What follows belongs to an exercise in optimizing a design on an open flow for small area; a production flow would make more cautious choices.
In this exercise RTL edits were held to simulation tests only and were not proved equivalent to the original.
No activity file was given, so power comes from the tool's default toggle rates.

// sampler_hexdump
module sampler_hexdump (
    input  wire        clk,
    input  wire        rst,
    input  wire        cmd_valid,
    input  wire [39:0] cmd_word,
    output wire        cmd_ready,
    output wire [7:0]  status,
    output wire [15:0] result,
    output wire        cc_req,
    output wire [2:0]  cc_op,
    input  wire        cc_ack,
    input  wire [15:0] cc_rdata,
    output wire        bs_req,
    output wire        bs_src,
    output wire [15:0] bs_pos,
    input  wire        bs_ack,
    input  wire [7:0]  bs_data,
    output wire        sk_valid,
    output wire [7:0]  sk_data,
    output wire        sk_eol,
    input  wire        sk_ready
);
    wire is_measure = (cmd_word == 40'h01_0000_0000);
    wire is_render  = (cmd_word[39:33] == 7'b0001000);
    wire vs_idle, hr_idle;
    wire vs_cc_req, hr_bs_req, hr_sk_valid;
    wire vs_done, vs_noread, vs_range, hr_done;
    reg  cmd_err;
    assign cmd_ready = !rst && (is_measure ? vs_idle :
                                is_render  ? hr_idle : 1'b1);
    wire accept = cmd_valid && cmd_ready;
    always @(posedge clk) begin
        if (rst)
            cmd_err <= 1'b0;
        else if (accept && !is_measure && !is_render)
            cmd_err <= 1'b1;
    end
    vs_unit u_vs (
        .clk      (clk),
        .rst      (rst),
        .start    (accept && is_measure),
        .idle     (vs_idle),
        .done     (vs_done),
        .noread   (vs_noread),
        .range    (vs_range),
        .result   (result),
        .cc_req   (vs_cc_req),
        .cc_op    (cc_op),
        .cc_ack   (cc_ack),
        .cc_rdata (cc_rdata)
    );
    hr_unit u_hr (
        .clk        (clk),
        .rst        (rst),
        .start      (accept && is_render),
        .cmd_src    (cmd_word[32]),
  ...
Size in the first run: roughly 860 cells after synthesis, about 230 flip-flops, ~130 I/O pins.
export LEC_CHECK = 0
export CAP_MARGIN = 20
export CORE_MARGIN = 2
export CORE_UTILIZATION = 55
export PLACE_DENSITY = 0.7
export SLEW_MARGIN = 20
create_clock -name core_clock -period 10.0 [get_ports {clk}]
standard.sh (not shown) runs the stock make flow with config.mk's settings and CLKGATE_MAP_FILE= SYNTH_SCRIPT=/design/flow/synth_recipe.tcl, a recipe that flattens the netlist after the stock synthesis.
==> flow/flow/run.sh <==
#!/bin/bash
# Layout flow: the standard ORFS flow (standard.sh) with four changes
# that do not touch the registers or the constraints:
#  1. synthesis is the standard synthesis script, except that ABC maps
#     the combinational logic with an area-oriented script (abc_area.script);
#  2. the port buffers are the smallest buffer cell (buf_1);
#  3. clock-tree synthesis uses clkbuf_8 leaf buffers, larger sink clusters
#     and no dummy loads;
#  4. after global routing, ORFS's power recovery (RECOVER_POWER) downsizes
#     gates on paths with timing slack to spare.
# Each tool's output goes to the ORFS logs under orfs/logs; make's output
# goes to standard.log here.
set -euo pipefail
WD=$(pwd)
FD="$WD/flow"

# synthesis script: ORFS synth.tcl with the ABC script replaced
sed "/synth_preamble.tcl/a set abc_args [lreplace \$abc_args 1 1 $FD/abc_area.script]" \
    "$FLOW_HOME/scripts/synth.tcl" > "$WD/synth_area.tcl"
grep -q "abc_area.script" "$WD/synth_area.tcl"
sed "s#source \$::env(SCRIPTS_DIR)/synth.tcl#source $WD/synth_area.tcl#" \
    "$WD/synth_recipe.tcl" > "$WD/synth_recipe_area.tcl"
grep -q "synth_area.tcl" "$WD/synth_recipe_area.tcl"

export BUFFER_PORTS_ARGS="-buffer_cell sky130_fd_sc_hd__buf_1"
export RECOVER_POWER=100
export CTS_ARGS="-sink_clustering_enable -repair_clock_nets -dont_use_dummy_load -sink_clustering_size 14 -sink_clustering_max_diameter 70 -buf_list sky130_fd_sc_hd__clkbuf_8"

bash standard.sh SYNTH_SCRIPT="$WD/synth_recipe_area.tcl" finish > standard.log 2>&1
==> flow/flow/abc_area.script <==
strash
dch
amap
strash
dch
amap
strash
dch
amap
topo
The starting point went through all stages and came out clean.
Rerun with:
--- a/flow/flow/run.sh
+++ b/flow/flow/run.sh
@@ -2 +2 @@
-# Layout flow: the standard ORFS flow (standard.sh) with four changes
+# Layout flow: the standard ORFS flow (standard.sh) with three changes
@@ -8,3 +8 @@
-#     and no dummy loads;
-#  4. after global routing, ORFS's power recovery (RECOVER_POWER) downsizes
-#     gates on paths with timing slack to spare.
+#     and no dummy loads.
@@ -26,2 +24 @@
-export RECOVER_POWER=100
-export CTS_ARGS="-sink_clustering_enable -repair_clock_nets -dont_use_dummy_load -sink_clustering_size 14 -sink_clustering_max_diameter 70 -buf_list sky130_fd_sc_hd__clkbuf_8"
+export CTS_ARGS="-sink_clustering_enable -repair_clock_nets -dont_use_dummy_load -sink_clustering_size 16 -sink_clustering_max_diameter 80 -buf_list sky130_fd_sc_hd__clkbuf_8"
==> flow/flow/abc_area.script (replaced) <==
strash
dch
amap
strash
dch
amap
topo
Settings changed: CORE_UTILIZATION 55 to 40, PLACE_DENSITY 0.7 to 0.6.
Effect:
- via count hardly moves
- global-route usage falls by 4.4 points
- maximum frequency rises slightly
Rerun with:
--- a/flow/flow/run.sh
+++ b/flow/flow/run.sh
@@ -24 +24 @@
-export CTS_ARGS="-sink_clustering_enable -repair_clock_nets -dont_use_dummy_load -sink_clustering_size 16 -sink_clustering_max_diameter 80 -buf_list sky130_fd_sc_hd__clkbuf_8"
+export CTS_ARGS="-sink_clustering_enable -repair_clock_nets -dont_use_dummy_load -sink_clustering_size 14 -sink_clustering_max_diameter 60 -buf_list sky130_fd_sc_hd__clkbuf_8"
==> flow/flow/abc_area.script (replaced) <==
strash
dch
amap
strash
dch
amap
strash
dch
amap
topo
Settings changed: CORE_UTILIZATION 40 to 60, GPL_TIMING_DRIVEN set to 0, PLACE_DENSITY 0.6 to 0.75.
=> Clock skew rises by 0.025 ns; sequential power hardly moves; routed wire length falls by 6.8%; design area falls by 0.88%; utilization rises by 23 points.
Rerun with:
--- a/flow/flow/run.sh
+++ b/flow/flow/run.sh
@@ -24 +24 @@
-export CTS_ARGS="-sink_clustering_enable -repair_clock_nets -dont_use_dummy_load -sink_clustering_size 14 -sink_clustering_max_diameter 60 -buf_list sky130_fd_sc_hd__clkbuf_8"
+export CTS_ARGS="-sink_clustering_enable -repair_clock_nets -dont_use_dummy_load -sink_clustering_size 24 -sink_clustering_max_diameter 100 -buf_list sky130_fd_sc_hd__clkbuf_16"
Settings changed: CORE_UTILIZATION 60 to 40, GPL_TIMING_DRIVEN 0 to unset, PLACE_DENSITY 0.75 to 0.6.
Effect: Design area went up by 1.5%; routed wire length is higher by 4.8%; worst setup slack gets better by 0.062 ns; via count decreases by 1.4%; clock power climbs by 19%.

## re-timing with driven ports
In the flow no input, the clock included, has a driving cell. The finished layouts below were timed again as built, in two steps. Step 1, drivers: a clkbuf_16 drives clk and a buf_2 each remaining input, both assumed. Step 2 adds t to the input delays and takes it off the output delays; t is the mean of the earliest and latest rising clock arrival at the registers after step 1. Input paths then give back, and output paths get back, about the clock's delay inside the block. a / b / c = ideal / step 1 / step 2; a / b = the first two.
run	t (ns)	slack for setup (ns)	latest minus earliest clock arrival (ns)
the first run	0.542	0.340 / 0.340 / 0.340	0.046 / 0.047
the second run	0.537	0.393 / 0.393 / 0.326	0.052 / 0.052
the third run	0.537	0.331 / 0.331 / -0.072	0.061 / 0.061
the fourth run	0.516	0.393 / 0.393 / 0.305	0.067 / 0.067
Met with ideal ports but missed after step 2: setup timing in the third run. The setup slack of the third run, which loses most, moves by 0.000 ns with the drivers and by -0.403 ns with both steps.
